Context: an optimization exercise on an open-source flow, tuned for small area, a short achievable clock period and few clock cycles per item. The choices shown serve that exercise and are no tape-out recipe.
Only simulation tests tie the RTL to the original design; equivalence was not proved.

[flow/run.sh]
#!/bin/bash
set -euo pipefail
bash standard.sh SETUP_SLACK_MARGIN=9 "BUFFER_PORTS_ARGS=-buffer_cell sky130_fd_sc_hd__buf_4" finish > standard.log 2>&1
[standard.sh]
#!/bin/bash
# synth_recipe.tcl (not shown) runs the flow's synth.tcl, then flattens the netlist and writes it again
# the make line also repeats each setting of config.mk as NAME=value (left out here)
make -C /OpenROAD-flow-scripts/flow DESIGN_CONFIG=/design/flow/config.mk WORK_HOME=/design/flow/orfs CLKGATE_MAP_FILE= SYNTH_SCRIPT=/design/flow/synth_recipe.tcl "${@:-finish}"
[config.mk]
export PLATFORM = sky130hd
export DESIGN_NAME = tbacc
export DESIGN_NICKNAME = tbacc
export VERILOG_FILES = /design/flow/design.v
export SDC_FILE = /design/flow/constraint.sdc
export NUM_CORES = 4
export LEC_CHECK = 0
export CAP_MARGIN = 20
export CORE_MARGIN = 2
export CORE_UTILIZATION = 40
export PLACE_DENSITY = 0.6
export SLEW_MARGIN = 20
export SYNTH_HIERARCHICAL = 1
export TNS_END_PERCENT = 0
[constraint.sdc]
create_clock -name core_clock -period 12.5 [get_ports {clk}]
set_input_delay 2.5000 -clock core_clock [delete_from_list [all_inputs] [get_ports {clk}]]
set_output_delay 2.5000 -clock core_clock [all_outputs]
set_load 0.01 [all_outputs]
[design.v]
module tbacc_sipround #(
    parameter R0 = 13,
    parameter R1 = 21
) (
    input  wire [63:0] p,
    input  wire [63:0] q,
    input  wire [63:0] x,
    input  wire        sel,
    output wire [63:0] s,
    output wire [63:0] t
);
    wire [63:0] q0 = {q[63-R0:0], q[63:64-R0]};
    wire [63:0] q1 = {q[63-R1:0], q[63:64-R1]};
    tbacc_add64 u_add (.a(p), .b(q), .s(s));
    assign t = ((sel ? q1 : q0) ^ x) ^ s;
endmodule
module tbacc_add64 (
    input  wire [63:0] a,
    input  wire [63:0] b,
    output wire [63:0] s
);
    reg [63:0] g, p, gg, pp;
    integer i, j;
    always @(*) begin
        g = a & b;
        p = a ^ b;
        gg = g;
        pp = p;
        for (i = 1; i <= 6; i = i + 1)
            for (j = (1 << i) - 1; j < 64; j = j + (1 << i)) begin
                gg[j] = gg[j] | (pp[j] & gg[j - (1 << (i-1))]);
                pp[j] = pp[j] & pp[j - (1 << (i-1))];
            end
        for (i = 6; i > 0; i = i - 1)
            for (j = (1 << i) + (1 << (i-1)) - 1; j < 64; j = j + (1 << i)) begin
                gg[j] = gg[j] | (pp[j] & gg[j - (1 << (i-1))]);
                pp[j] = pp[j] & pp[j - (1 << (i-1))];
            end
    end
    assign s = p ^ {gg[62:0], 1'b0};
endmodule
module tbacc_sipcore (
    input  wire        clk,
    input  wire        rst,
    input  wire        init,
    input  wire [63:0] seed0,
    input  wire [63:0] seed1,
    input  wire        chunk_wr,
    input  wire        fin_go,
    input  wire [63:0] m,
    input  wire [63:0] xin,           
    output wire        m_busy,        
    output wire        m_busy_next,
    output wire        fin_load,      
    output wire        f2,            
    output wire        rl,            
    output wire [63:0] dig
);
    localparam S_IDLE = 4'd0;
    localparam S_C1   = 4'd1;
    localparam S_C2   = 4'd2;
    localparam S_F1   = 4'd8;
    localparam S_F2   = 4'd9;
    localparam S_RL   = 4'd15;
    reg  [3:0]  cs;
    reg         fin_pend;
    reg         busy_q, h1_q, cmp2_q, f2_q, rl_q, mb_q;
    reg  [63:0] A, B, C, D;
    wire        fgo = fin_go || fin_pend;
    wire        fin_load_i = !init && !chunk_wr && (cs == S_IDLE || cs == S_C2) && fgo;
    wire        xen = chunk_wr | fin_load_i;
    wire [63:0] xm  = xin & {64{xen}};
    wire [63:0] m2 = m & {64{cmp2_q}};
    wire [63:0] s1, t1, s2, t2;
    tbacc_sipround #(.R0(21), .R1(13)) u_p1 (.p(A), .q(B), .x(xm),    .sel(h1_q), .s(s1), .t(t1));
    tbacc_sipround #(.R0(17), .R1(16)) u_p2 (.p(C), .q(D), .x(64'd0), .sel(h1_q), .s(s2), .t(t2));
    wire [63:0] s1r = {s1[31:0], s1[63:32]};
    wire [63:0] s2r = {s2[31:0], s2[63:32]};
    wire [63:0] dx  = {D[46:0], D[63:47]} ^ {B[42:0], B[63:43]};
    assign dig = dx ^ s2 ^ s2r;
    reg [3:0] cs_n;
    always @(*) begin
        if (init)
            cs_n = S_IDLE;
        else if (chunk_wr)
            cs_n = S_C1;
        else case (cs)
            S_IDLE, S_C2: cs_n = fgo ? S_F1 : S_IDLE;
            S_C1:         cs_n = S_C2;
            S_RL:         cs_n = S_IDLE;
            default:      cs_n = cs + 4'd1;
        endcase
    end
    always @(posedge clk) begin
        if (rst) begin
            cs       <= S_IDLE;
            fin_pend <= 1'b0;
            busy_q   <= 1'b0;
            h1_q     <= 1'b0;
            cmp2_q   <= 1'b0;
            f2_q     <= 1'b0;
            rl_q     <= 1'b0;
            mb_q     <= 1'b0;
        end else begin
            cs <= cs_n;
            if (init || cs_n == S_F1)
                fin_pend <= 1'b0;
            else if (fin_go)
                fin_pend <= 1'b1;
            busy_q <= (cs_n != S_IDLE);
            h1_q   <= (cs_n == S_C1) || (cs_n[3] && !cs_n[0]);
            cmp2_q <= (cs_n == S_C2) || (cs_n == S_F2);
            f2_q   <= (cs_n == S_F2);
            rl_q   <= (cs_n == S_RL);
            mb_q   <= (cs_n == S_C1);
        end
    end
    always @(posedge clk) begin
        if (init) begin
            A <= seed0 ^ 64'h736f6d6570736575;
            B <= seed1 ^ 64'h646f72616e646f6d;
            C <= seed0 ^ 64'h6c7967656e657261;
            D <= seed1 ^ 64'h7465646279746573;
        end else if (busy_q) begin
            if (h1_q) begin
                A <= s1r;
                C <= s2;
            end else begin
                A <= s1 ^ m2;
                C <= s2r ^ {56'd0, {8{f2_q}}};
            end
            B <= t2;
            D <= t1;
        end else if (xen) begin
            D <= D ^ xin;
        end
    end
    assign m_busy      = mb_q;
    assign m_busy_next = (cs_n == S_C1);
    assign fin_load    = fin_load_i;
    assign f2          = f2_q;
    assign rl          = rl_q;
endmodule
module tbacc_tailbuf (
    input  wire [63:0] value,
    input  wire [63:0] src,
    input  wire [3:0]  n,
    output wire [63:0] new_value,
    output wire [63:0] chunk,
    output wire        chunk_valid
);
    wire [7:0]  bc = value[63:56];
    wire [2:0]  c  = value[58:56];
    wire [63:0] sm;
    genvar j;
    generate
        for (j = 0; j < 8; j = j + 1) begin : g_mask
            assign sm[8*j +: 8] = (n > j) ? src[8*j +: 8] : 8'd0;
        end
    endgenerate
    wire [63:0] r1 = c[0] ? {sm[55:0], sm[63:56]} : sm;
    wire [63:0] r2 = c[1] ? {r1[47:0], r1[63:48]} : r1;
    wire [63:0] rot = c[2] ? {r2[31:0], r2[63:32]} : r2;
    wire [63:0] lo;    
    wire [55:0] hi;    
    generate
        for (j = 0; j < 8; j = j + 1) begin : g_merge
            if (j < 7) begin : g_t
                assign lo[8*j +: 8] = (c > j) ? value[8*j +: 8] : rot[8*j +: 8];
                assign hi[8*j +: 8] = (c > j) ? rot[8*j +: 8] : 8'd0;
            end else begin : g_7
                assign lo[8*j +: 8] = rot[8*j +: 8];
            end
        end
    endgenerate
    assign chunk_valid = ({1'b0, c} + n) >= 4'd8;
    assign chunk       = lo;
    assign new_value   = {bc + {4'd0, n}, chunk_valid ? hi : lo[55:0]};
endmodule
module tbacc (
    input  wire         clk,
    input  wire         rst,
    input  wire         cmd_valid,
    output wire         cmd_ready,
    input  wire [7:0]   cmd_op,
    input  wire [63:0]  cmd_a,
    input  wire [63:0]  cmd_b,
    output wire         rsp_valid,
    output wire [7:0]   rsp_status,
    output wire [63:0]  rsp_data,
    output wire         mem_req,
    output wire         mem_wide,
    output wire [31:0]  mem_addr,
    input  wire         mem_ack,
    input  wire [63:0]  mem_rdata,
    input  wire         mem_err,
    output wire [63:0]  value_o,
    output wire [15:0]  status_o
);
    reg         ready_q;
    reg         vq;                     
    reg         oi, o8, o16, o32, o64, ob, of, orv;    
    reg  [63:0] a_q, b_q;
    reg  [63:0] value;
    reg         fin;                    
    reg  [2:0]  fault;                  
    reg         nz;                     
    reg  [63:0] m;                      
    reg         blk;                    
    reg         rd;                     
    reg         bm;                     
    reg         mreq, mwide;
    reg  [2:0]  gcnt;                   
    reg         gdone;                  
    reg  [3:0]  gn;                     
    reg         errq;                   
    reg         rsp_q;
    wire d_init = (cmd_op == 8'h01);
    wire d_8    = (cmd_op == 8'h10);
    wire d_16   = (cmd_op == 8'h11);
    wire d_32   = (cmd_op == 8'h12);
    wire d_64   = (cmd_op == 8'h13) || (cmd_op == 8'h14);
    wire d_b    = (cmd_op == 8'h18);
    wire d_f    = (cmd_op == 8'h20);
    wire d_rv   = !(d_init || d_8 || d_16 || d_32 || d_64 || d_b || d_f);
    wire [2:0] c = value[58:56];
    wire typed = o8 | o16 | o32 | o64;
    wire [3:0] n_typed = o8 ? 4'd1 : o16 ? 4'd2 : o32 ? 4'd4 : 4'd8;
    wire tchunk = o64 | (o32 & c[2]) | (o16 & c[2] & c[1]) | (o8 & (c == 3'd7));
    wire        m_busy, m_busy_next, core_f2, core_rl;
    wire        chunk_wr;
    wire        init_x, fin_x;
    wire ex      = vq & !blk & !(typed & !nz & !fin & tchunk & m_busy);
    wire [32:0] range_end = {1'b0, a_q[31:0]} + {1'b0, b_q[31:0]};
    wire wraps   = range_end[32] & (range_end[31:0] != 32'd0);
    wire len0    = (b_q[31:0] == 32'd0);
    wire x_ign   = ex & nz;
    wire x_rv    = ex & !nz & orv;
    assign init_x = ex & !nz & oi;
    wire x_nohash = ex & !nz & !orv & !oi & fin;
    wire x_live  = ex & !nz & !orv & !oi & !fin;
    wire x_wrap  = x_live & ob & wraps;
    wire x_bytes = x_live & ob & !wraps & !len0;
    assign fin_x = x_live & of;
    wire x_typed = x_live & typed;
    wire x_simple = ex & !x_bytes & !fin_x;
    wire [63:0] ap_src = bm ? {a_q[63:32], b_q[63:32]} : a_q;
    wire [3:0]  ap_n   = bm ? gn : n_typed;
    wire        ap_en  = x_typed | gdone;
    wire [63:0] ap_value, ap_chunk;
    wire        ap_cv;
    tbacc_tailbuf u_tailbuf (
        .value(value), .src(ap_src), .n(ap_n),
        .new_value(ap_value), .chunk(ap_chunk), .chunk_valid(ap_cv)
    );
    assign chunk_wr = ap_en & ap_cv;
    wire        fin_load;
    wire [63:0] m_n = chunk_wr ? ap_chunk : value;
    wire [63:0] dig;
    tbacc_sipcore u_core (
        .clk(clk), .rst(rst), .init(init_x), .seed0(a_q), .seed1(b_q),
        .chunk_wr(chunk_wr), .fin_go(fin_x), .m(m), .xin(m_n),
        .m_busy(m_busy), .m_busy_next(m_busy_next), .fin_load(fin_load),
        .f2(core_f2), .rl(core_rl), .dig(dig)
    );
    wire        rd_ack  = rd & mem_ack;
    wire [31:0] cur_n   = a_q[31:0] + (mwide ? 32'd8 : 32'd1);
    wire [31:0] rem_n   = b_q[31:0] - (mwide ? 32'd8 : 32'd1);
    wire        more    = (rem_n != 32'd0);
    wire        wide_n  = (cur_n[2:0] == 3'd0) && (rem_n[31:3] != 29'd0);
    wire        gend    = mwide | (cur_n[2:0] == 3'd0) | !more;
    wire        bytes_done = gdone & !rd;
    reg  [63:0] value_n;
    always @(*) begin
        if (init_x)
            value_n = 64'd0;
        else if (ap_en)
            value_n = ap_value;
        else if (core_f2)
            value_n = 64'd1;
        else
            value_n = value;
    end
    reg blk_n, rd_n;
    always @(*) begin
        blk_n = blk;
        if (x_bytes | fin_x) blk_n = 1'b1;
        if (bytes_done | errq | core_rl) blk_n = 1'b0;
        rd_n = rd;
        if (x_bytes) rd_n = 1'b1;
        if (rd_ack & (mem_err | !more)) rd_n = 1'b0;
    end
    wire cap    = cmd_valid & ready_q;
    wire hold_n = cap | (vq & !ex);
    wire [2:0] c_n = c + ap_n[2:0];    
    wire n8  = ready_q ? d_8  : o8;
    wire n16 = ready_q ? d_16 : o16;
    wire n32 = ready_q ? d_32 : o32;
    wire n64 = ready_q ? d_64 : o64;
    wire nb  = ready_q ? d_b  : ob;
    wire tchunk_n = n64 | (n32 & c_n[2]) | (n16 & c_n[2] & c_n[1]) | (n8 & (c_n == 3'd7));
    wire ready_n = !rd_n & (!hold_n | (!blk_n & !nb & !(tchunk_n & m_busy_next)));
    wire fin_n  = init_x ? 1'b0 : (core_f2 ? 1'b1 : fin);
    wire nz_n   = nz | x_rv | x_wrap | x_nohash | errq;
    wire early  = cap & d_b & !cmd_a[31] & !cmd_b[31] & (cmd_b[31:0] != 32'd0) &
                  !nz_n & !fin_n & !blk_n;
    always @(posedge clk) begin
        if (rst) begin
            ready_q   <= 1'b1;
            vq        <= 1'b0;
            value     <= 64'd1;
            fin       <= 1'b1;
            fault     <= 3'd0;
            nz        <= 1'b0;
            blk       <= 1'b0;
            rd        <= 1'b0;
            bm        <= 1'b0;
            mreq      <= 1'b0;
            gdone     <= 1'b0;
            errq      <= 1'b0;
            rsp_q     <= 1'b0;
        end else begin
            ready_q <= ready_n;
            vq      <= ready_q ? cmd_valid : (vq & !ex);
            value   <= value_n;
            blk     <= blk_n;
            rd      <= rd_n;
            if (init_x)
                fin <= 1'b0;
            else if (core_f2)
                fin <= 1'b1;
            if (x_rv | x_wrap) begin
                fault <= 3'd3;
                nz    <= 1'b1;
            end else if (x_nohash) begin
                fault <= 3'd1;
                nz    <= 1'b1;
            end else if (errq) begin
                fault <= 3'd4;
                nz    <= 1'b1;
            end
            if (x_bytes)
                bm <= 1'b1;
            else if (bytes_done | errq)
                bm <= 1'b0;
            if (early) begin
                mreq  <= 1'b1;
                mwide <= (cmd_a[2:0] == 3'd0) && (cmd_b[31:3] != 29'd0);
            end else if (x_bytes) begin
                mreq  <= 1'b1;
                mwide <= (a_q[2:0] == 3'd0) && (b_q[31:3] != 29'd0);
            end
            if (x_bytes)
                gcnt  <= 3'd0;
            if (rd_ack) begin
                if (mem_err) begin
                    mreq <= 1'b0;
                end else begin
                    mreq  <= more;
                    mwide <= wide_n;
                    gcnt  <= gend ? 3'd0 : gcnt + 3'd1;
                end
            end
            gdone <= rd_ack & !mem_err & gend;
            errq  <= rd_ack & mem_err;
            rsp_q     <= x_simple | bytes_done | errq | core_rl;
        end
    end
    always @(posedge clk)
        if (rd_ack)
            gn <= mwide ? 4'd8 : {1'b0, gcnt} + 4'd1;
    always @(posedge clk)
        if (chunk_wr | fin_load)
            m <= m_n;
    reg  [63:0] dig_q;
    always @(posedge clk)
        dig_q <= dig & {64{core_rl}};
    integer i;
    always @(posedge clk) begin
        if (ready_q) begin
            a_q <= cmd_a;
            b_q <= cmd_b;
            oi  <= d_init;
            o8  <= d_8;
            o16 <= d_16;
            o32 <= d_32;
            o64 <= d_64;
            ob  <= d_b;
            of  <= d_f;
            orv <= d_rv;
        end else if (rd_ack & !mem_err) begin
            a_q[31:0] <= cur_n;
            b_q[31:0] <= rem_n;
            if (mwide) begin
                b_q[63:32] <= mem_rdata[31:0];
                a_q[63:32] <= mem_rdata[63:32];
            end else begin
                for (i = 0; i < 4; i = i + 1)
                    if (gcnt == i) b_q[32 + 8*i +: 8] <= mem_rdata[7:0];
                for (i = 0; i < 4; i = i + 1)
                    if (gcnt == i + 4) a_q[32 + 8*i +: 8] <= mem_rdata[7:0];
            end
        end
    end
    assign cmd_ready  = ready_q;
    assign rsp_valid  = rsp_q;
    assign rsp_status = {5'd0, fault};
    assign rsp_data   = dig_q;
    assign mem_req    = mreq;
    assign mem_wide   = mwide;
    assign mem_addr   = a_q[31:0];
    assign value_o    = value;
    assign status_o   = {5'd0, fault, 6'd0, nz, fin};
endmodule
==> impl_metrics.py, run 1 <==
metrics = {
    "place": {
        "place_hpwl_um": 193400,
        "numPortBuffers": 376,
        "gp_congestion": 1.074,
        "place_ws_ps": 6626,
    },
    "critical_path": {
        "critPathLaunchType": "flop",
        "setup.worst_path.end_class": "flop",
        "path_class": "reg -> reg",
        "cp.depth": 16,
        "path_buf_inv": 2,
        "crit_slowest_cell": "edfxtp_1",
        "reg2reg_depth": 16,
        "crit_family": "compound AO/OA/AOI/OAI gates",
        "critPathRequiredTime_ps": 13010,
        "crit_fanout": 4,
        "r2r_setup_slack_ps": 8160,
        "critPathMaxStageDelay_ps": 540,
        "worstPathArrival_ps": 4850,
        "crit_chain": "ha_1 > nand2_1 > o21ai_0 > a221oi_2 > o31ai_4 > nor2_4 > o31ai_4 > buf_4 > a21o_1 > a21o_1 > fa_2 > xor2_4 > xor2_2 > xnor2_2 > inv_1 > o21ai_1",
    },
    "synthesis": {
        "netlist_area_sq_um": 48210,
        "synth-warning-count": 9,
        "synth.top_cell.area_share": 0.2859,
        "syn_area_per_cell_sq_um": 9.162,
        "yosysTopAreaCell": "edfxtp_1",
        "syn-instance-count": 5262,
        "synth-edff-count": 459,
        "synth-async-reset-ratio": 0,
        "synth_area_leaders": "edfxtp_1, xnor2_1, dfxtp_1",
        "ys.flop_type": "edfxtp_1",
        "ys_seq_area_frac": 0.3515,
        "synthDistinctLibCells": 101,
        "ys_ff_latch": 617,
    },
    "floorplanning": {
        "dieArea_sq_um": 123300,
        "ios": 393,
        "core_sq_um": 119800,
        "die_x_um": 351.2,
        "die-height_um": 351.2,
        "start_util": 0.4024,
        "rows": 127,
    },
    "global_routing": {
        "grt_antenna_before_repair": 32,
        "grt_pass1_vias": 42800,
        "grt_max_degree": 111,
        "grt_pass1_wl_um": 349400,
        "grt_overflow": 0,
        "use_met2": 0.6029,
        "use_met1": 0.5203,
        "globalRouteTotalUtil": 0.4125,
        "met3_usage": 0.1232,
        "busiest_layer": "met2",
    },
    "sta": {
        "whs_ps": 511.9,
        "fin_skew_ps": 57.94,
        "worst_pin_slew_ps": 1201,
        "fin_tns_setup_ps": 0,
        "hold_viol_final": 0,
        "max_slew_margin": 0.1930,
        "rsz0062_at_grt": "yes",
        "setup_viol": 0,
        "post-route-min-period_ps": 4339,
        "fmax_mhz": 230.4,
        "slew_violations": 0,
        "setup_ws_ps": 8161,
        "period_share": 0.3472,
    },
    "drt": {
        "wirelength_um": 261900,
        "drc": 0,
        "vias_per_cell": 6.258,
        "drtAntennaViolNets": 0,
        "drt_iter0_markers": 7015,
        "vias": 46680,
        "avgRoutedWirePerCell_um": 35.11,
        "dr.pass1.iters": 6,
    },
    "final_layout": {
        "syn_to_final_growth_pct": 22.73,
        "fillers": 11370,
        "drive_gt1_frac": 0.2231,
        "finalNetCount": 6215,
    },
    "job": {
        "max_cap_violations": 0,
    },
    "clock_network": {
        "clock_path_buffers": 3,
        "cts_htree_levels": 3,
        "cts-hold-fix-buffers": 0,
        "cts_root_buffer": "clkbuf_16",
        "cts_tree": "built",
        "clock_latency_ps": 720,
        "clock-sinks": 617,
        "clk_pin_slew_worst_paths_ps": 70,
        "cts_made_buffers": 79,
    },
    "worst_hold_path": {
        "hold_depth": 2,
        "hold_class": "reg -> reg",
    },
    "status": {
        "status": "finished clean",
    },
}
[final timing paths]
path                      from      endpoint
setup / recovery  u_core.D[18]  u_core.B[43]
hold / removal              ob            ob
setup reg to reg  u_core.D[18]  u_core.B[43]
hold reg to reg             ob            ob
[cell usage after synthesis, types with 78 or more instances]
cell and n:
xor2_1 293, and2_1 142, ha_1 175, inv_1 214, nor2_1 303, mux2_2 131
clkbuf_1 184, a21oi_1 444, mux2i_1 264, xnor2_1 403, dfxtp_1 158, nand2_1 537
o21ai_0 433, nand3_1 78, edfxtp_1 459
[timing repair]
item,in CTS,in global routing
cloned,5,3
resized for setup,267,149
setup endpoints to repair,1092,1018
buffers inserted,170,54
pin swaps,75,72
[modules after synthesis, one instance, submodules excluded, a selection]
module	flip-flops and latches	cells inside
tbacc	350	1863
tbacc_add64	0	322
tbacc_sipcore	267	1610
tbacc_tailbuf	0	747
[cells by family after synthesis]
| logic type | after synthesis | synth area share |
|---|---|---|
| AOI/OAI and AO/OA | 1282 | 0.1581 |
| xor gates and xnor gates | 697 | 0.1269 |
| adders and majority gates | 242 | 0.07324 |
| buffers and inverters | 563 | 0.05494 |
| DFF | 617 | 0.3515 |
| muxes | 405 | 0.08821 |
| other | 2 | 0.0001558 |
| and+or+nand+nor | 1454 | 0.1469 |
[worst reg2reg max path: cells and delay by family (launching register included)]
kind                     cells  cell delay [ps]
AO/OA/AOI/OAI                7             1430
adder cells (fa/ha/maj)      2              780
XOR/XNOR                     3              720
flip-flops                   1              540
AND/OR/NAND/NOR              2              410
buffers and inverters        2              280
[layer usage]
layer / part of all wire / vias up / routed length [um]
li1: - / 19490 / -
met5: 0.00036 / - / 94
met3: 0.12 / 864 / 31520
met1: 0.37 / 22760 / 97810
met2: 0.42 / 3540 / 109500
met4: 0.088 / 16 / 22950
[layout make-up]
type,count,area (sq um),area share
clock buffer,103,2258,0.03817
tap,1612,2017,0.03409
inverter,217,867.1,0.01465
timing repair buffer,692,5597,0.09459
sequential,617,16990,0.2871
antenna,19,47.55,0.0008036
clock inverter,38,304.0,0.005139
multi-input combinational,4161,31090,0.5255
[layout by cell type (no fill, tap or decap), drive strengths merged, types with 19 or more instances in the layout]
cell type / Yosys / layout
buf: 162 / 686
nand2: 537 / 537
o21ai: 473 / 473
edfxtp: 459 / 459
a21oi: 448 / 448
xnor2: 403 / 403
nor2: 303 / 303
xor2: 293 / 293
mux2i: 264 / 264
inv: 217 / 218
ha: 175 / 175
dfxtp: 158 / 158
and2: 142 / 142
mux2: 139 / 139
clkbuf: 184 / 106
conb: 2 / 80
nand3: 80 / 80
nand2b: 72 / 72
a21o: 69 / 69
nand3b: 68 / 68
fa: 67 / 67
nor3: 61 / 61
o211ai: 51 / 51
nand4: 37 / 37
or3: 32 / 32
a32oi: 30 / 30
nor4: 29 / 29
clkinv: 0 / 26
a31oi: 23 / 23
nor2b: 23 / 23
o21a: 21 / 21
diode: 0 / 19
[state kept, by name (all words and copies together) (netlist names), 3 cells and up]
register / flops
m: 64
a_q: 64
value: 64
u_core.cs: 4
u_core.A: 64
fault: 3
gn: 4
b_q: 64
dig_q: 64
u_core.D: 64
u_core.C: 64
gcnt: 3
u_core.B: 64
[metrics by stage]
step | std cells | instance area (sq um) | util
floorplan | 5340 | 48600 | -
global placement | 7067 | 52290 | 0.4364
detailed placement | 7067 | 52290 | 0.4364
CTS | 7383 | 57810 | 0.4825
global route | 7443 | 59130 | 0.4935
finish | 7459 | 59170 | 0.4938
Testbench counts, summed over its fixed seeds: cycles 16,276, hashes 384.
==> run 2, diff against run 1 <==
--- a/design.v
+++ b/design.v
@@ -14,30 +14,395 @@
     tbacc_add64 u_add (.a(p), .b(q), .s(s));
     assign t = ((sel ? q1 : q0) ^ x) ^ s;
 endmodule
-module tbacc_add64 (
-    input  wire [63:0] a,
-    input  wire [63:0] b,
-    output wire [63:0] s
-);
-    reg [63:0] g, p, gg, pp;
-    integer i, j;
-    always @(*) begin
-        g = a & b;
-        p = a ^ b;
-        gg = g;
-        pp = p;
-        for (i = 1; i <= 6; i = i + 1)
-            for (j = (1 << i) - 1; j < 64; j = j + (1 << i)) begin
-                gg[j] = gg[j] | (pp[j] & gg[j - (1 << (i-1))]);
-                pp[j] = pp[j] & pp[j - (1 << (i-1))];
-            end
-        for (i = 6; i > 0; i = i - 1)
-            for (j = (1 << i) + (1 << (i-1)) - 1; j < 64; j = j + (1 << i)) begin
-                gg[j] = gg[j] | (pp[j] & gg[j - (1 << (i-1))]);
-                pp[j] = pp[j] & pp[j - (1 << (i-1))];
-            end
-    end
-    assign s = p ^ {gg[62:0], 1'b0};
+module tbacc_add64 (input wire [63:0] a, input wire [63:0] b, output wire [63:0] s);
+    wire [63:0] p0 = a ^ b;
+    wire [63:0] g0 = a & b;
+    wire g1_1 = g0[1] | (p0[1] & g0[0]);
+    wire p1_1 = p0[1] & p0[0];
+    wire g1_3 = g0[3] | (p0[3] & g0[2]);
+    wire p1_3 = p0[3] & p0[2];
+    wire g1_5 = g0[5] | (p0[5] & g0[4]);
+    wire p1_5 = p0[5] & p0[4];
+    wire g1_7 = g0[7] | (p0[7] & g0[6]);
+    wire p1_7 = p0[7] & p0[6];
+    wire g1_9 = g0[9] | (p0[9] & g0[8]);
+    wire p1_9 = p0[9] & p0[8];
+    wire g1_11 = g0[11] | (p0[11] & g0[10]);
+    wire p1_11 = p0[11] & p0[10];
+    wire g1_13 = g0[13] | (p0[13] & g0[12]);
+    wire p1_13 = p0[13] & p0[12];
+    wire g1_15 = g0[15] | (p0[15] & g0[14]);
+    wire p1_15 = p0[15] & p0[14];
+    wire g1_17 = g0[17] | (p0[17] & g0[16]);
+    wire p1_17 = p0[17] & p0[16];
+    wire g1_19 = g0[19] | (p0[19] & g0[18]);
+    wire p1_19 = p0[19] & p0[18];
+    wire g1_21 = g0[21] | (p0[21] & g0[20]);
+    wire p1_21 = p0[21] & p0[20];
+    wire g1_23 = g0[23] | (p0[23] & g0[22]);
+    wire p1_23 = p0[23] & p0[22];
+    wire g1_25 = g0[25] | (p0[25] & g0[24]);
+    wire p1_25 = p0[25] & p0[24];
+    wire g1_27 = g0[27] | (p0[27] & g0[26]);
+    wire p1_27 = p0[27] & p0[26];
+    wire g1_29 = g0[29] | (p0[29] & g0[28]);
+    wire p1_29 = p0[29] & p0[28];
+    wire g1_31 = g0[31] | (p0[31] & g0[30]);
+    wire p1_31 = p0[31] & p0[30];
+    wire g1_33 = g0[33] | (p0[33] & g0[32]);
+    wire p1_33 = p0[33] & p0[32];
+    wire g1_35 = g0[35] | (p0[35] & g0[34]);
+    wire p1_35 = p0[35] & p0[34];
+    wire g1_37 = g0[37] | (p0[37] & g0[36]);
+    wire p1_37 = p0[37] & p0[36];
+    wire g1_39 = g0[39] | (p0[39] & g0[38]);
+    wire p1_39 = p0[39] & p0[38];
+    wire g1_41 = g0[41] | (p0[41] & g0[40]);
+    wire p1_41 = p0[41] & p0[40];
+    wire g1_43 = g0[43] | (p0[43] & g0[42]);
+    wire p1_43 = p0[43] & p0[42];
+    wire g1_45 = g0[45] | (p0[45] & g0[44]);
+    wire p1_45 = p0[45] & p0[44];
+    wire g1_47 = g0[47] | (p0[47] & g0[46]);
+    wire p1_47 = p0[47] & p0[46];
+    wire g1_49 = g0[49] | (p0[49] & g0[48]);
+    wire p1_49 = p0[49] & p0[48];
+    wire g1_51 = g0[51] | (p0[51] & g0[50]);
+    wire p1_51 = p0[51] & p0[50];
+    wire g1_53 = g0[53] | (p0[53] & g0[52]);
+    wire p1_53 = p0[53] & p0[52];
+    wire g1_55 = g0[55] | (p0[55] & g0[54]);
+    wire p1_55 = p0[55] & p0[54];
+    wire g1_57 = g0[57] | (p0[57] & g0[56]);
+    wire p1_57 = p0[57] & p0[56];
+    wire g1_59 = g0[59] | (p0[59] & g0[58]);
+    wire p1_59 = p0[59] & p0[58];
+    wire g1_61 = g0[61] | (p0[61] & g0[60]);
+    wire p1_61 = p0[61] & p0[60];
+    wire g1_63 = g0[63] | (p0[63] & g0[62]);
+    wire p1_63 = p0[63] & p0[62];
+    wire g2_2 = g0[2] | (p0[2] & g1_1);
+    wire p2_2 = p0[2] & p1_1;
+    wire g2_3 = g1_3 | (p1_3 & g1_1);
+    wire p2_3 = p1_3 & p1_1;
+    wire g2_6 = g0[6] | (p0[6] & g1_5);
+    wire p2_6 = p0[6] & p1_5;
+    wire g2_7 = g1_7 | (p1_7 & g1_5);
+    wire p2_7 = p1_7 & p1_5;
+    wire g2_10 = g0[10] | (p0[10] & g1_9);
+    wire p2_10 = p0[10] & p1_9;
+    wire g2_11 = g1_11 | (p1_11 & g1_9);
+    wire p2_11 = p1_11 & p1_9;
+    wire g2_14 = g0[14] | (p0[14] & g1_13);
+    wire p2_14 = p0[14] & p1_13;
+    wire g2_15 = g1_15 | (p1_15 & g1_13);
+    wire p2_15 = p1_15 & p1_13;
+    wire g2_18 = g0[18] | (p0[18] & g1_17);
+    wire p2_18 = p0[18] & p1_17;
+    wire g2_19 = g1_19 | (p1_19 & g1_17);
+    wire p2_19 = p1_19 & p1_17;
+    wire g2_22 = g0[22] | (p0[22] & g1_21);
+    wire p2_22 = p0[22] & p1_21;
+    wire g2_23 = g1_23 | (p1_23 & g1_21);
+    wire p2_23 = p1_23 & p1_21;
+    wire g2_26 = g0[26] | (p0[26] & g1_25);
+    wire p2_26 = p0[26] & p1_25;
+    wire g2_27 = g1_27 | (p1_27 & g1_25);
+    wire p2_27 = p1_27 & p1_25;
+    wire g2_30 = g0[30] | (p0[30] & g1_29);
+    wire p2_30 = p0[30] & p1_29;
+    wire g2_31 = g1_31 | (p1_31 & g1_29);
+    wire p2_31 = p1_31 & p1_29;
+    wire g2_34 = g0[34] | (p0[34] & g1_33);
+    wire p2_34 = p0[34] & p1_33;
+    wire g2_35 = g1_35 | (p1_35 & g1_33);
+    wire p2_35 = p1_35 & p1_33;
+    wire g2_38 = g0[38] | (p0[38] & g1_37);
+    wire p2_38 = p0[38] & p1_37;
+    wire g2_39 = g1_39 | (p1_39 & g1_37);
+    wire p2_39 = p1_39 & p1_37;
+    wire g2_42 = g0[42] | (p0[42] & g1_41);
+    wire p2_42 = p0[42] & p1_41;
+    wire g2_43 = g1_43 | (p1_43 & g1_41);
+    wire p2_43 = p1_43 & p1_41;
+    wire g2_46 = g0[46] | (p0[46] & g1_45);
+    wire p2_46 = p0[46] & p1_45;
+    wire g2_47 = g1_47 | (p1_47 & g1_45);
+    wire p2_47 = p1_47 & p1_45;
+    wire g2_50 = g0[50] | (p0[50] & g1_49);
+    wire p2_50 = p0[50] & p1_49;
+    wire g2_51 = g1_51 | (p1_51 & g1_49);
+    wire p2_51 = p1_51 & p1_49;
+    wire g2_54 = g0[54] | (p0[54] & g1_53);
+    wire p2_54 = p0[54] & p1_53;
+    wire g2_55 = g1_55 | (p1_55 & g1_53);
+    wire p2_55 = p1_55 & p1_53;
+    wire g2_58 = g0[58] | (p0[58] & g1_57);
+    wire p2_58 = p0[58] & p1_57;
+    wire g2_59 = g1_59 | (p1_59 & g1_57);
+    wire p2_59 = p1_59 & p1_57;
+    wire g2_62 = g0[62] | (p0[62] & g1_61);
+    wire p2_62 = p0[62] & p1_61;
+    wire g2_63 = g1_63 | (p1_63 & g1_61);
+    wire p2_63 = p1_63 & p1_61;
+    wire g3_4 = g0[4] | (p0[4] & g2_3);
+    wire p3_4 = p0[4] & p2_3;
+    wire g3_5 = g1_5 | (p1_5 & g2_3);
+    wire p3_5 = p1_5 & p2_3;
+    wire g3_6 = g2_6 | (p2_6 & g2_3);
+    wire p3_6 = p2_6 & p2_3;
+    wire g3_7 = g2_7 | (p2_7 & g2_3);
+    wire p3_7 = p2_7 & p2_3;
+    wire g3_12 = g0[12] | (p0[12] & g2_11);
+    wire p3_12 = p0[12] & p2_11;
+    wire g3_13 = g1_13 | (p1_13 & g2_11);
+    wire p3_13 = p1_13 & p2_11;
+    wire g3_14 = g2_14 | (p2_14 & g2_11);
+    wire p3_14 = p2_14 & p2_11;
+    wire g3_15 = g2_15 | (p2_15 & g2_11);
+    wire p3_15 = p2_15 & p2_11;
+    wire g3_20 = g0[20] | (p0[20] & g2_19);
+    wire p3_20 = p0[20] & p2_19;
+    wire g3_21 = g1_21 | (p1_21 & g2_19);
+    wire p3_21 = p1_21 & p2_19;
+    wire g3_22 = g2_22 | (p2_22 & g2_19);
+    wire p3_22 = p2_22 & p2_19;
+    wire g3_23 = g2_23 | (p2_23 & g2_19);
+    wire p3_23 = p2_23 & p2_19;
+    wire g3_28 = g0[28] | (p0[28] & g2_27);
+    wire p3_28 = p0[28] & p2_27;
+    wire g3_29 = g1_29 | (p1_29 & g2_27);
+    wire p3_29 = p1_29 & p2_27;
+    wire g3_30 = g2_30 | (p2_30 & g2_27);
+    wire p3_30 = p2_30 & p2_27;
+    wire g3_31 = g2_31 | (p2_31 & g2_27);
+    wire p3_31 = p2_31 & p2_27;
+    wire g3_36 = g0[36] | (p0[36] & g2_35);
+    wire p3_36 = p0[36] & p2_35;
+    wire g3_37 = g1_37 | (p1_37 & g2_35);
+    wire p3_37 = p1_37 & p2_35;
+    wire g3_38 = g2_38 | (p2_38 & g2_35);
+    wire p3_38 = p2_38 & p2_35;
+    wire g3_39 = g2_39 | (p2_39 & g2_35);
+    wire p3_39 = p2_39 & p2_35;
+    wire g3_44 = g0[44] | (p0[44] & g2_43);
+    wire p3_44 = p0[44] & p2_43;
+    wire g3_45 = g1_45 | (p1_45 & g2_43);
+    wire p3_45 = p1_45 & p2_43;
+    wire g3_46 = g2_46 | (p2_46 & g2_43);
+    wire p3_46 = p2_46 & p2_43;
+    wire g3_47 = g2_47 | (p2_47 & g2_43);
+    wire p3_47 = p2_47 & p2_43;
+    wire g3_52 = g0[52] | (p0[52] & g2_51);
+    wire p3_52 = p0[52] & p2_51;
+    wire g3_53 = g1_53 | (p1_53 & g2_51);
+    wire p3_53 = p1_53 & p2_51;
+    wire g3_54 = g2_54 | (p2_54 & g2_51);
+    wire p3_54 = p2_54 & p2_51;
+    wire g3_55 = g2_55 | (p2_55 & g2_51);
+    wire p3_55 = p2_55 & p2_51;
+    wire g3_60 = g0[60] | (p0[60] & g2_59);
+    wire p3_60 = p0[60] & p2_59;
+    wire g3_61 = g1_61 | (p1_61 & g2_59);
+    wire p3_61 = p1_61 & p2_59;
+    wire g3_62 = g2_62 | (p2_62 & g2_59);
+    wire p3_62 = p2_62 & p2_59;
+    wire g3_63 = g2_63 | (p2_63 & g2_59);
+    wire p3_63 = p2_63 & p2_59;
+    wire g4_8 = g0[8] | (p0[8] & g3_7);
+    wire p4_8 = p0[8] & p3_7;
+    wire g4_9 = g1_9 | (p1_9 & g3_7);
+    wire p4_9 = p1_9 & p3_7;
+    wire g4_10 = g2_10 | (p2_10 & g3_7);
+    wire p4_10 = p2_10 & p3_7;
+    wire g4_11 = g2_11 | (p2_11 & g3_7);
+    wire p4_11 = p2_11 & p3_7;
+    wire g4_12 = g3_12 | (p3_12 & g3_7);
+    wire p4_12 = p3_12 & p3_7;
+    wire g4_13 = g3_13 | (p3_13 & g3_7);
+    wire p4_13 = p3_13 & p3_7;
+    wire g4_14 = g3_14 | (p3_14 & g3_7);
+    wire p4_14 = p3_14 & p3_7;
+    wire g4_15 = g3_15 | (p3_15 & g3_7);
+    wire p4_15 = p3_15 & p3_7;
+    wire g4_24 = g0[24] | (p0[24] & g3_23);
+    wire p4_24 = p0[24] & p3_23;
+    wire g4_25 = g1_25 | (p1_25 & g3_23);
+    wire p4_25 = p1_25 & p3_23;
+    wire g4_26 = g2_26 | (p2_26 & g3_23);
+    wire p4_26 = p2_26 & p3_23;
+    wire g4_27 = g2_27 | (p2_27 & g3_23);
+    wire p4_27 = p2_27 & p3_23;
+    wire g4_28 = g3_28 | (p3_28 & g3_23);
+    wire p4_28 = p3_28 & p3_23;
+    wire g4_29 = g3_29 | (p3_29 & g3_23);
+    wire p4_29 = p3_29 & p3_23;
+    wire g4_30 = g3_30 | (p3_30 & g3_23);
+    wire p4_30 = p3_30 & p3_23;
+    wire g4_31 = g3_31 | (p3_31 & g3_23);
+    wire p4_31 = p3_31 & p3_23;
+    wire g4_40 = g0[40] | (p0[40] & g3_39);
+    wire p4_40 = p0[40] & p3_39;
+    wire g4_41 = g1_41 | (p1_41 & g3_39);
+    wire p4_41 = p1_41 & p3_39;
+    wire g4_42 = g2_42 | (p2_42 & g3_39);
+    wire p4_42 = p2_42 & p3_39;
+    wire g4_43 = g2_43 | (p2_43 & g3_39);
+    wire p4_43 = p2_43 & p3_39;
+    wire g4_44 = g3_44 | (p3_44 & g3_39);
+    wire p4_44 = p3_44 & p3_39;
+    wire g4_45 = g3_45 | (p3_45 & g3_39);
+    wire p4_45 = p3_45 & p3_39;
+    wire g4_46 = g3_46 | (p3_46 & g3_39);
+    wire p4_46 = p3_46 & p3_39;
+    wire g4_47 = g3_47 | (p3_47 & g3_39);
+    wire p4_47 = p3_47 & p3_39;
+    wire g4_56 = g0[56] | (p0[56] & g3_55);
+    wire p4_56 = p0[56] & p3_55;
+    wire g4_57 = g1_57 | (p1_57 & g3_55);
+    wire p4_57 = p1_57 & p3_55;
+    wire g4_58 = g2_58 | (p2_58 & g3_55);
+    wire p4_58 = p2_58 & p3_55;
+    wire g4_59 = g2_59 | (p2_59 & g3_55);
+    wire p4_59 = p2_59 & p3_55;
+    wire g4_60 = g3_60 | (p3_60 & g3_55);
+    wire p4_60 = p3_60 & p3_55;
+    wire g4_61 = g3_61 | (p3_61 & g3_55);
+    wire p4_61 = p3_61 & p3_55;
+    wire g4_62 = g3_62 | (p3_62 & g3_55);
+    wire p4_62 = p3_62 & p3_55;
+    wire g4_63 = g3_63 | (p3_63 & g3_55);
+    wire p4_63 = p3_63 & p3_55;
+    wire g5_16 = g0[16] | (p0[16] & g4_15);
+    wire p5_16 = p0[16] & p4_15;
+    wire g5_17 = g1_17 | (p1_17 & g4_15);
+    wire p5_17 = p1_17 & p4_15;
+    wire g5_18 = g2_18 | (p2_18 & g4_15);
+    wire p5_18 = p2_18 & p4_15;
+    wire g5_19 = g2_19 | (p2_19 & g4_15);
+    wire p5_19 = p2_19 & p4_15;
+    wire g5_20 = g3_20 | (p3_20 & g4_15);
+    wire p5_20 = p3_20 & p4_15;
+    wire g5_21 = g3_21 | (p3_21 & g4_15);
+    wire p5_21 = p3_21 & p4_15;
+    wire g5_22 = g3_22 | (p3_22 & g4_15);
+    wire p5_22 = p3_22 & p4_15;
+    wire g5_23 = g3_23 | (p3_23 & g4_15);
+    wire p5_23 = p3_23 & p4_15;
+    wire g5_24 = g4_24 | (p4_24 & g4_15);
+    wire p5_24 = p4_24 & p4_15;
+    wire g5_25 = g4_25 | (p4_25 & g4_15);
+    wire p5_25 = p4_25 & p4_15;
+    wire g5_26 = g4_26 | (p4_26 & g4_15);
+    wire p5_26 = p4_26 & p4_15;
+    wire g5_27 = g4_27 | (p4_27 & g4_15);
+    wire p5_27 = p4_27 & p4_15;
+    wire g5_28 = g4_28 | (p4_28 & g4_15);
+    wire p5_28 = p4_28 & p4_15;
+    wire g5_29 = g4_29 | (p4_29 & g4_15);
+    wire p5_29 = p4_29 & p4_15;
+    wire g5_30 = g4_30 | (p4_30 & g4_15);
+    wire p5_30 = p4_30 & p4_15;
+    wire g5_31 = g4_31 | (p4_31 & g4_15);
+    wire p5_31 = p4_31 & p4_15;
+    wire g5_48 = g0[48] | (p0[48] & g4_47);
+    wire p5_48 = p0[48] & p4_47;
+    wire g5_49 = g1_49 | (p1_49 & g4_47);
+    wire p5_49 = p1_49 & p4_47;
+    wire g5_50 = g2_50 | (p2_50 & g4_47);
+    wire p5_50 = p2_50 & p4_47;
+    wire g5_51 = g2_51 | (p2_51 & g4_47);
+    wire p5_51 = p2_51 & p4_47;
+    wire g5_52 = g3_52 | (p3_52 & g4_47);
+    wire p5_52 = p3_52 & p4_47;
+    wire g5_53 = g3_53 | (p3_53 & g4_47);
+    wire p5_53 = p3_53 & p4_47;
+    wire g5_54 = g3_54 | (p3_54 & g4_47);
+    wire p5_54 = p3_54 & p4_47;
+    wire g5_55 = g3_55 | (p3_55 & g4_47);
+    wire p5_55 = p3_55 & p4_47;
+    wire g5_56 = g4_56 | (p4_56 & g4_47);
+    wire p5_56 = p4_56 & p4_47;
+    wire g5_57 = g4_57 | (p4_57 & g4_47);
+    wire p5_57 = p4_57 & p4_47;
+    wire g5_58 = g4_58 | (p4_58 & g4_47);
+    wire p5_58 = p4_58 & p4_47;
+    wire g5_59 = g4_59 | (p4_59 & g4_47);
+    wire p5_59 = p4_59 & p4_47;
+    wire g5_60 = g4_60 | (p4_60 & g4_47);
+    wire p5_60 = p4_60 & p4_47;
+    wire g5_61 = g4_61 | (p4_61 & g4_47);
+    wire p5_61 = p4_61 & p4_47;
+    wire g5_62 = g4_62 | (p4_62 & g4_47);
+    wire p5_62 = p4_62 & p4_47;
+    wire g5_63 = g4_63 | (p4_63 & g4_47);
+    wire p5_63 = p4_63 & p4_47;
+    wire g6_32 = g0[32] | (p0[32] & g5_31);
+    wire p6_32 = p0[32] & p5_31;
+    wire g6_33 = g1_33 | (p1_33 & g5_31);
+    wire p6_33 = p1_33 & p5_31;
+    wire g6_34 = g2_34 | (p2_34 & g5_31);
+    wire p6_34 = p2_34 & p5_31;
+    wire g6_35 = g2_35 | (p2_35 & g5_31);
+    wire p6_35 = p2_35 & p5_31;
+    wire g6_36 = g3_36 | (p3_36 & g5_31);
+    wire p6_36 = p3_36 & p5_31;
+    wire g6_37 = g3_37 | (p3_37 & g5_31);
+    wire p6_37 = p3_37 & p5_31;
+    wire g6_38 = g3_38 | (p3_38 & g5_31);
+    wire p6_38 = p3_38 & p5_31;
+    wire g6_39 = g3_39 | (p3_39 & g5_31);
+    wire p6_39 = p3_39 & p5_31;
+    wire g6_40 = g4_40 | (p4_40 & g5_31);
+    wire p6_40 = p4_40 & p5_31;
+    wire g6_41 = g4_41 | (p4_41 & g5_31);
+    wire p6_41 = p4_41 & p5_31;
+    wire g6_42 = g4_42 | (p4_42 & g5_31);
+    wire p6_42 = p4_42 & p5_31;
+    wire g6_43 = g4_43 | (p4_43 & g5_31);
+    wire p6_43 = p4_43 & p5_31;
+    wire g6_44 = g4_44 | (p4_44 & g5_31);
+    wire p6_44 = p4_44 & p5_31;
+    wire g6_45 = g4_45 | (p4_45 & g5_31);
+    wire p6_45 = p4_45 & p5_31;
+    wire g6_46 = g4_46 | (p4_46 & g5_31);
+    wire p6_46 = p4_46 & p5_31;
+    wire g6_47 = g4_47 | (p4_47 & g5_31);
+    wire p6_47 = p4_47 & p5_31;
+    wire g6_48 = g5_48 | (p5_48 & g5_31);
+    wire p6_48 = p5_48 & p5_31;
+    wire g6_49 = g5_49 | (p5_49 & g5_31);
+    wire p6_49 = p5_49 & p5_31;
+    wire g6_50 = g5_50 | (p5_50 & g5_31);
+    wire p6_50 = p5_50 & p5_31;
+    wire g6_51 = g5_51 | (p5_51 & g5_31);
+    wire p6_51 = p5_51 & p5_31;
+    wire g6_52 = g5_52 | (p5_52 & g5_31);
+    wire p6_52 = p5_52 & p5_31;
+    wire g6_53 = g5_53 | (p5_53 & g5_31);
+    wire p6_53 = p5_53 & p5_31;
+    wire g6_54 = g5_54 | (p5_54 & g5_31);
+    wire p6_54 = p5_54 & p5_31;
+    wire g6_55 = g5_55 | (p5_55 & g5_31);
+    wire p6_55 = p5_55 & p5_31;
+    wire g6_56 = g5_56 | (p5_56 & g5_31);
+    wire p6_56 = p5_56 & p5_31;
+    wire g6_57 = g5_57 | (p5_57 & g5_31);
+    wire p6_57 = p5_57 & p5_31;
+    wire g6_58 = g5_58 | (p5_58 & g5_31);
+    wire p6_58 = p5_58 & p5_31;
+    wire g6_59 = g5_59 | (p5_59 & g5_31);
+    wire p6_59 = p5_59 & p5_31;
+    wire g6_60 = g5_60 | (p5_60 & g5_31);
+    wire p6_60 = p5_60 & p5_31;
+    wire g6_61 = g5_61 | (p5_61 & g5_31);
+    wire p6_61 = p5_61 & p5_31;
+    wire g6_62 = g5_62 | (p5_62 & g5_31);
+    wire p6_62 = p5_62 & p5_31;
+    wire g6_63 = g5_63 | (p5_63 & g5_31);
+    wire p6_63 = p5_63 & p5_31;
+    wire [63:0] c = {g6_62, g6_61, g6_60, g6_59, g6_58, g6_57, g6_56, g6_55, g6_54, g6_53, g6_52, g6_51, g6_50, g6_49, g6_48, g6_47, g6_46, g6_45, g6_44, g6_43, g6_42, g6_41, g6_40, g6_39, g6_38, g6_37, g6_36, g6_35, g6_34, g6_33, g6_32, g5_31, g5_30, g5_29, g5_28, g5_27, g5_26, g5_25, g5_24, g5_23, g5_22, g5_21, g5_20, g5_19, g5_18, g5_17, g5_16, g4_15, g4_14, g4_13, g4_12, g4_11, g4_10, g4_9, g4_8, g3_7, g3_6, g3_5, g3_4, g2_3, g2_2, g1_1, g0[0], 1'b0};
+    assign s = p0 ^ c;
 endmodule
 module tbacc_sipcore (
     input  wire        clk,
@@ -76,8 +441,7 @@
     tbacc_sipround #(.R0(17), .R1(16)) u_p2 (.p(C), .q(D), .x(64'd0), .sel(h1_q), .s(s2), .t(t2));
     wire [63:0] s1r = {s1[31:0], s1[63:32]};
     wire [63:0] s2r = {s2[31:0], s2[63:32]};
-    wire [63:0] dx  = {D[46:0], D[63:47]} ^ {B[42:0], B[63:43]};
-    assign dig = dx ^ s2 ^ s2r;
+    assign dig = t2 ^ ({B[42:0], B[63:43]} ^ s2r);
     reg [3:0] cs_n;
     always @(*) begin
         if (init)
--- a/config.mk
+++ b/config.mk
@@ -10,5 +10,4 @@
 export CORE_UTILIZATION = 40
 export PLACE_DENSITY = 0.6
 export SLEW_MARGIN = 20
-export SYNTH_HIERARCHICAL = 1
 export TNS_END_PERCENT = 0
==> impl_metrics.py, run 2 <==
metrics = {
    "sta": {
        "max_slew_margin": 0.2303,
        "slew_violations": 0,
        "setup_ws_ps": 8184,
        "fmax_mhz": 231.7,
        "fin_tns_setup_ps": 0,
        "post-route-min-period_ps": 4316,
        "worst_pin_slew_ps": 1152,
        "setup_viol": 0,
        "rsz0062_at_grt": "yes",
        "period_share": 0.3452,
        "hold_viol_final": 0,
        "fin_skew_ps": 41.73,
    },
    "synthesis": {
        "syn-instance-count": 4907,
        "synth_most_common_cell": "nand2_1",
        "yosysTopAreaCell": "edfxtp_1",
        "synth_common_cells": "nand2_1, edfxtp_1, a21oi_1, o21ai_0, nor2_1",
        "netlist_area_sq_um": 44570,
        "synth-async-reset-ratio": 0,
        "ys_ff_latch": 617,
        "ys_seq_area_frac": 0.3802,
        "synth_area_leaders": "edfxtp_1, xnor2_1, dfxtp_1",
        "ys.flop_type": "edfxtp_1",
        "syn_area_per_cell_sq_um": 9.083,
        "synthDistinctLibCells": 105,
        "synth-warning-count": 2,
        "synth-edff-count": 459,
        "synth.top_cell.area_share": 0.3092,
    },
    "place": {
        "place_ws_ps": 7233,
        "numPortBuffers": 376,
        "place_hpwl_um": 184600,
        "gp_congestion": 1.086,
    },
    "critical_path": {
        "crit_fanout": 5,
        "setup.worst_path.end_class": "flop",
        "worstPathArrival_ps": 4740,
        "path_class": "reg -> reg",
        "critPathLaunchType": "flop",
        "critPathRequiredTime_ps": 12920,
    },
    "clock_network": {
        "cts_tree": "built",
        "clk_pin_slew_worst_paths_ps": 60,
        "cts-hold-fix-buffers": 0,
        "clock_latency_ps": 700,
        "cts_htree_levels": 3,
        "clock-sinks": 617,
        "clock_path_buffers": 3,
        "cts_root_buffer": "clkbuf_16",
        "cts_made_buffers": 78,
    },
    "floorplanning": {
        "rows": 122,
        "die_x_um": 337.8,
        "start_util": 0.4027,
        "ios": 393,
        "core_sq_um": 110700,
        "dieArea_sq_um": 114100,
        "die-height_um": 337.8,
    },
    "global_routing": {
        "grt_max_degree": 140,
        "grt_overflow": 0,
        "grt_antenna_before_repair": 34,
        "grt_pass1_vias": 39460,
        "grt_pass1_wl_um": 324400,
        "globalRouteTotalUtil": 0.4139,
    },
    "status": {
        "status": "finished clean",
    },
    "final_layout": {
        "final_common_cell": "buf_4",
        "regArea_sq_um": 16970,
        "syn_to_final_growth_pct": 19.55,
        "final_util": 0.4815,
        "fillers": 10540,
        "multi_input_area_sq_um": 26780,
        "drive_gt1_frac": 0.1815,
        "finalNetCount": 5638,
        "layout_common_cells": "buf_4, nand2_1, edfxtp_1",
    },
    "drt": {
        "avgRoutedWirePerCell_um": 35.63,
        "drt_iter0_markers": 6979,
        "wirelength_um": 242800,
        "vias": 43560,
        "drc": 0,
        "drtAntennaViolNets": 0,
        "dr.pass1.iters": 6,
        "vias_per_cell": 6.392,
    },
    "worst_hold_path": {
        "hold_class": "reg -> reg",
    },
    "job": {
        "max_cap_violations": 0,
    },
}
run 2: changes by cell type after synthesis, sizes merged, moves of 52 or more:
cell | previous run | this run
nor2 | 303 | 410
fa | 67 | 14
nand2b | 72 | 20
inv | 217 | 125
and2 | 142 | 50
nand3b | 68 | 15
mux2 | 139 | 46
run 2: area by class of cell:
type / instances / area share
Antenna cell: 22 / 0.001033
Multi-Input combinational cell: 3857 / 0.5026
Clock inverter: 34 / 0.006810
Timing Repair Buffer: 561 / 0.08322
Tap cell: 1488 / 0.03494
Sequential cell: 617 / 0.3184
Clock buffer: 108 / 0.04356
Inverter: 128 / 0.009463
run 2: cells by family (layout without fill, tap and decap cells):
group / Yosys count / after routing / share of synthesized area
and+or+nand+nor: 1379 / 1380 / 0.1418
other: 1 / 38 / 0.00008413
xor gates and xnor gates: 619 / 619 / 0.1229
buffers and inverters: 449 / 831 / 0.04284
DFF: 617 / 617 / 0.3802
AOI/OAI and AO/OA: 1330 / 1330 / 0.1815
muxes: 322 / 322 / 0.07501
adders and majority gates: 190 / 190 / 0.05569
run 2: stage by stage:
stage	instances	hold slack [ps]	cell area [sq um]
after floorplan	4922	487.9	44690
after global placement	6550	482.4	48660
after detailed placement	6550	481.5	48670
after CTS	6775	491.2	52930
after global routing	6794	517.2	53230
final	6815	498.9	53280
run 2: worst paths after layout:
check	from	end	slack, ps	depth (start not counted)
worst max-delay path	u_core.B[39]	u_core.A[29]	8180	12
worst min-delay path	value[17]	value[17]	500	2
worst max register to register	u_core.B[39]	u_core.A[29]	8180	12
worst min register to register	value[17]	value[17]	500	2
run 2: routing by layer:
metal | global-route usage | share of wire | vias to the layer above
met5 | 0 | 0.00061 | -
met4 | 0.2947 | 0.081 | 22
met3 | 0.1248 | 0.13 | 658
met2 | 0.5908 | 0.41 | 3288
met1 | 0.5313 | 0.38 | 21290
li1 | - | - | 18310
run 2: timing repair:
item	4_1_cts	5_1_grt
pin swaps	25	16
resized for setup	193	28
buffers inserted	83	15
cloned	0	2
setup endpoints to repair	981	972
run 2: critical path, cell delays in order (launching register included):
cell      delay (ps)
edfxtp_1         800
ha_1             580
nand4_1          340
o21ai_1          510
a221oi_1         140
buf_4            190
a21oi_1          240
o31ai_2          110
buf_4            150
xnor2_1          580
nand2_1          150
o211ai_1         150
o21ai_0          110
Testbench counts of run 2, summed over its fixed seeds: cycles 16,276, hashes 384.
==> run 3, diff against run 2 <==
--- a/config.mk
+++ b/config.mk
@@ -10,4 +10,5 @@
 export CORE_UTILIZATION = 40
 export PLACE_DENSITY = 0.6
 export SLEW_MARGIN = 20
+export SYNTH_HIERARCHICAL = 1
 export TNS_END_PERCENT = 0
==> impl_metrics.py, run 3 <==
metrics = {
    "drt": {
        "dr.pass1.iters": 6,
        "avgRoutedWirePerCell_um": 33.74,
        "vias": 44590,
        "drc": 0,
        "drt_iter0_markers": 6332,
        "drtAntennaViolNets": 0,
        "wirelength_um": 241100,
        "vias_per_cell": 6.240,
    },
    "status": {
        "status": "finished clean",
    },
    "worst_hold_path": {
        "hold_depth": 2,
        "hold_path_startpoint": "rd",
        "hold_class": "reg -> reg",
        "holdPathEnd": "rd",
    },
    "floorplanning": {
        "ios": 393,
        "rows": 126,
        "start_util": 0.4021,
        "dieArea_sq_um": 121100,
        "die_x_um": 348.1,
        "core_sq_um": 117800,
        "die-height_um": 348.1,
    },
    "final_layout": {
        "final_common_cell": "buf_4",
        "final_cell_area_sq_um": 56160,
        "layout_common_cells": "buf_4, nand2_1, edfxtp_1",
        "drive_gt1_frac": 0.1975,
        "finalNetCount": 5929,
        "syn_to_final_growth_pct": 18.62,
    },
    "critical_path": {
        "setup.worst_path.end_class": "flop",
        "critPathLaunchType": "flop",
        "r2r-end": "u_core.D[31]",
        "worstPathArrival_ps": 4750,
        "crit_fanout": 5,
        "path_class": "reg -> reg",
        "worstSetupStartpoint": "u_core.B[11]",
        "r2r_setup_slack_ps": 8140,
        "rr_startpoint": "u_core.B[11]",
        "critPathRequiredTime_ps": 12890,
        "reg2reg_depth": 14,
    },
    "synthesis": {
        "syn_area_per_cell_sq_um": 9.213,
        "synthDistinctLibCells": 126,
        "synth_common_cells": "nand2_1, edfxtp_1, a21oi_1, xnor2_1, o21ai_0",
        "ys_ff_latch": 617,
        "syn-instance-count": 5139,
        "synth.top_cell.area_share": 0.2911,
        "synth_most_common_cell": "nand2_1",
        "synth-async-reset-ratio": 0,
        "synth-warning-count": 8,
        "yosysTopAreaCell": "edfxtp_1",
        "ys_seq_area_frac": 0.3579,
        "netlist_area_sq_um": 47350,
        "ys.flop_type": "edfxtp_1",
        "synth-edff-count": 459,
        "synth_area_leaders": "edfxtp_1, xnor2_1, dfxtp_1",
    },
    "sta": {
        "slew_violations": 0,
        "fin_skew_ps": 30.20,
        "max_slew_margin": 0.2298,
        "period_share": 0.3486,
        "post-route-min-period_ps": 4357,
        "fin_tns_setup_ps": 0,
        "setup_viol": 0,
        "worst_pin_slew_ps": 1153,
        "fmax_mhz": 229.5,
        "setup_ws_ps": 8143,
        "rsz0062_at_grt": "yes",
        "hold_viol_final": 0,
    },
    "clock_network": {
        "cts_root_buffer": "clkbuf_16",
        "cts_htree_levels": 3,
        "clock-sinks": 617,
        "cts_tree": "built",
        "cts_made_buffers": 77,
        "clock_path_buffers": 3,
        "clk_pin_slew_worst_paths_ps": 60,
        "clock_latency_ps": 680,
    },
    "place": {
        "place_ws_ps": 6718,
        "numPortBuffers": 376,
        "gp_congestion": 1.091,
        "place_hpwl_um": 181900,
        "place_area_sq_um": 51330,
    },
    "global_routing": {
        "grt_overflow": 0,
        "grt_max_degree": 151,
        "globalRouteTotalUtil": 0.3840,
        "grt_pass1_wl_um": 325900,
        "grt_pass1_vias": 41280,
        "grt_antenna_before_repair": 39,
    },
    "job": {
        "max_cap_violations": 0,
    },
}
run 3: changes by cell type after synthesis, moves of 33 or more:
| cell | delta |
|---|---|
| nand3b_1 | +49 |
| nor2_1 | -82 |
| xor2_1 | +33 |
| mux2i_1 | -44 |
| o21ai_0 | -43 |
| xnor2_1 | +57 |
| nand2b_1 | +42 |
| a21o_1 | -41 |
| mux2_2 | +148 |
| and2_1 | +102 |
run 3: worst max-delay path by stage:
stage / end
final: u_core.D[31]
after global routing: u_core.D[61]
after CTS: dig_q[53]
after detailed placement: u_core.D[44]
after global placement: u_core.D[60]
after floorplan: u_core.D[0]
run 3: kinds of logic after synthesis:
| group | after synthesis | share of synthesized area |
|---|---|---|
| other | 2 | 0.0001586 |
| flip-flops | 617 | 0.3579 |
| buffers and inverters | 463 | 0.04738 |
| AO/OA/AOI/OAI | 1238 | 0.1616 |
| multiplexers | 420 | 0.09389 |
| AND/OR/NAND/NOR | 1502 | 0.1552 |
| adder cells (fa/ha/maj) | 193 | 0.05333 |
| XOR/XNOR | 704 | 0.1305 |
run 3: repair_timing:
action,CTS,global route
pin swaps,33,25
cloned,7,5
endpoints found under the setup margin,1052,980
resized for setup,126,54
hold buffers,0,0
setup buffers,66,49
run 3: final cells by class:
cell class                      instances  area, sq um
Antenna cell                           15        37.54
Clock buffer                          107         2195
Clock inverter                         34        372.9
Fill cell                           11250        61600
Inverter                              125        475.5
Multi-Input combinational cell       4140        29460
Sequential cell                       617        16980
Tap cell                             1536         1922
Timing Repair Buffer                  571         4718
run 3: modules after synthesis (local to each module, per instance), excerpt:
module | cell area, sq um | cells | flops+latches | times used
tbacc_sipcore | 15720 | 1561 | 267 | 1
tbacc | 18190 | 1803 | 350 | 1
tbacc_tailbuf | 4453 | 703 | 0 | 1
tbacc_add64 | 2626 | 337 | 0 | 2
run 3: worst max-delay path, cell delays in order, from the launching register on:
cell and delay, ps:
edfxtp_1 800, ha_1 430, a21oi_1 170, o21ai_0 100, a21oi_1 450, a21oi_2 190, a21boi_4 300, o221ai_2 220
a21oi_2 300, mux2i_1 210, nand3_1 270, xor2_1 250, xnor2_1 150, a21oi_1 150, o21ai_0 80
run 3: layer usage:
metal  vias up  part of all wire  global-route usage
li1      19150                 -                   -
met1     21630              0.37              0.4846
met2      3069              0.42              0.5662
met3       723              0.12              0.1018
met4        18             0.086              0.2785
met5         -           0.00053                   0
run 3: metrics by stage:
stage          instances    util  hold slack (ps)
2_1_floorplan       5217       -            459.8
3_3_place_gp        6862  0.4359            499.5
3_5_place_dp        6862  0.4359            499.6
4_1_cts             7076  0.4694            513.3
5_1_grt             7133  0.4766            534.0
6_report            7145  0.4769            518.3
==> run 4, diff against run 3 <==
--- a/config.mk
+++ b/config.mk
@@ -10,5 +10,4 @@
 export CORE_UTILIZATION = 40
 export PLACE_DENSITY = 0.6
 export SLEW_MARGIN = 20
-export SYNTH_HIERARCHICAL = 1
-export TNS_END_PERCENT = 0
+export TNS_END_PERCENT = 5
==> impl_metrics.py, run 4 <==
metrics = {
    "clock_network": {
        "clock_latency_ps": 700,
        "cts_htree_levels": 3,
        "cts_tree": "built",
        "cts_made_buffers": 78,
        "clock-sinks": 617,
        "clk_pin_slew_worst_paths_ps": 60,
        "clock_path_buffers": 3,
    },
    "critical_path": {
        "critPathRequiredTime_ps": 13060,
        "crit_fanout": 4,
        "path_class": "reg -> reg",
        "setup.worst_path.end_class": "flop",
        "worstPathArrival_ps": 4810,
        "critPathLaunchType": "flop",
    },
    "synthesis": {
        "yosysTopAreaCell": "edfxtp_1",
        "synth_common_cells": "nand2_1, edfxtp_1, a21oi_1, o21ai_0, nor2_1",
        "synthAdderAreaFrac": 0.05569,
        "synthXorXnorAreaFrac": 0.1229,
        "synth_compound_area_frac": 0.1815,
        "synthDistinctLibCells": 105,
        "synth_area_leaders": "edfxtp_1, xnor2_1, dfxtp_1",
        "synth_top_family_by_area": "compound AO/OA/AOI/OAI gates",
        "ys.flop_type": "edfxtp_1",
        "synthSimpleGateAreaFrac": 0.1418,
        "synth.top_cell.area_share": 0.3092,
        "synth.area.mux_share": 0.07501,
        "synth-async-reset-ratio": 0,
        "synth_most_common_cell": "nand2_1",
        "syn_area_per_cell_sq_um": 9.083,
    },
    "floorplanning": {
        "start_util": 0.4027,
        "die-height_um": 337.8,
        "die_x_um": 337.8,
        "core_sq_um": 110700,
        "dieArea_sq_um": 114100,
    },
    "final_layout": {
        "drive_gt1_frac": 0.2426,
        "final_cell_area_sq_um": 56900,
        "layout_common_cells": "buf_4, nand2_1, edfxtp_1",
        "final_common_cell": "buf_4",
        "regArea_sq_um": 16980,
        "syn_to_final_growth_pct": 27.66,
        "finalNetCount": 5829,
    },
    "drt": {
        "vias_per_cell": 6.367,
        "drc": 0,
        "vias": 44650,
        "drtAntennaViolNets": 0,
        "avgRoutedWirePerCell_um": 35.92,
        "wirelength_um": 251900,
        "drt_iter0_markers": 6456,
    },
    "global_routing": {
        "grt_overflow": 0,
        "globalRouteTotalUtil": 0.4302,
        "use_met1": 0.5424,
        "grt_antenna_before_repair": 31,
        "busiest_layer": "met2",
    },
    "sta": {
        "hold_viol_final": 0,
        "slew_violations": 0,
        "max_slew_margin": 0.2605,
        "rsz0062_at_grt": "yes",
        "setup_viol": 0,
        "fin_skew_ps": 37.06,
        "worst_pin_slew_ps": 1109,
        "period_share": 0.3403,
        "post-route-min-period_ps": 4254,
    },
    "place": {
        "numPortBuffers": 376,
        "place_hpwl_um": 188300,
        "gp_congestion": 1.077,
    },
    "job": {
        "max_cap_violations": 0,
    },
    "worst_hold_path": {
        "hold_class": "reg -> reg",
    },
    "status": {
        "status": "finished clean",
    },
}
-- run 4: changes by cell type in the layout (fill, tap and decap cells not counted), sizes merged, moves of 44 or more --
cell,before,now
and2,151,50
xnor2,423,368
mux2i,227,271
nor2,328,411
nand3b,64,15
mux2,193,46
conb,80,16
buf,565,748
-- run 4: logic make-up after synthesis --
group / Yosys count
buffers and inverters: 449
adders and majority gates: 190
AOI/OAI and AO/OA: 1330
muxes: 322
and+or+nand+nor: 1379
other: 1
xor gates and xnor gates: 619
DFF: 617
-- run 4: critical path, stage by stage, from the launching register on --
cell and delay [ps]:
edfxtp_1 610, ha_1 440, o21a_1 200, o21ai_1 260
a211oi_4 110, o2111a_2 340, buf_6 140, buf_4 130
o21a_1 240, nor2_1 480, xor2_2 480, xor2_2 410
nand2_1 90, and3b_1 230
-- run 4: final cells by class --
cell class,count,area share
diodes,26,0.001143
multi-input cells,3858,0.5028
clock buffers,107,0.03822
repair buffers,751,0.1095
inverters,128,0.009170
well taps,1488,0.03272
flip-flops and latches,617,0.2984
clock inverters,38,0.008026
-- run 4: layer usage --
layer	routed length (um)	share of wire
met1	93160	0.37
met2	104800	0.42
met3	32110	0.13
met4	21670	0.086
met5	212	0.00084
-- run 4: path summary, 6_finish.rpt --
| kind | startpoint | to | slack, ps | cells after the start |
|---|---|---|---|---|
| max | u_core.D[6] | dig_q[24] | 8250 | 13 |
| min reg2reg | value[16] | value[16] | 490 | 2 |
| max reg2reg | u_core.D[6] | dig_q[24] | 8250 | 13 |
| min | value[16] | value[16] | 490 | 2 |
-- run 4: stage by stage --
step | util | cells | setup WS (ps)
after floorplan | - | 4922 | 8343
after global placement | 0.4411 | 6567 | 7079
after detailed placement | 0.4414 | 6568 | 7316
after CTS | 0.5009 | 6926 | 8409
after global routing | 0.5136 | 6990 | 8156
final | 0.5141 | 7013 | 8246
-- run 4: what timing repair did --
action,CTS,global route
hold buffers,0,0
endpoints found under the setup margin,946,780
resized for setup,417,149
buffers inserted,207,60
cloned,6,0
pin swaps,137,86
endpoints found under the hold margin,0,0

## port drivers added, routing unchanged
Ports are ideal in the flow. The routed layouts listed here were re-timed in OpenROAD.
Step 1 sets driving cells, clkbuf_16 on the clock port and buf_2 on the other inputs (assumed; they add their load-dependent delay and slew).
Step 2 moves the port delays by t, midway between the first and last clock arrival at a register: inputs arrive t later, outputs are due t later. That takes back most of the time a late clock gives input paths.
Three values: no drivers, after step 1, after step 2; two values: the first two.
run	t (ns)	setup WS [ns]	worst setup path at the end	pins driven straight from the clock port
run 1	0.767	8.161 / 8.161 / 7.665	input to register	1
run 2	0.761	8.184 / 8.184 / 7.911	input to register	1
run 3	0.752	8.143 / 8.143 / 7.845	input to register	1
run 4	0.758	8.246 / 8.246 / 7.733	input to register	1
After both steps setup and hold are still met in every run listed. The setup slack of run 4, which loses most, moves by 0.000 ns with the drivers and by -0.513 ns with both steps.
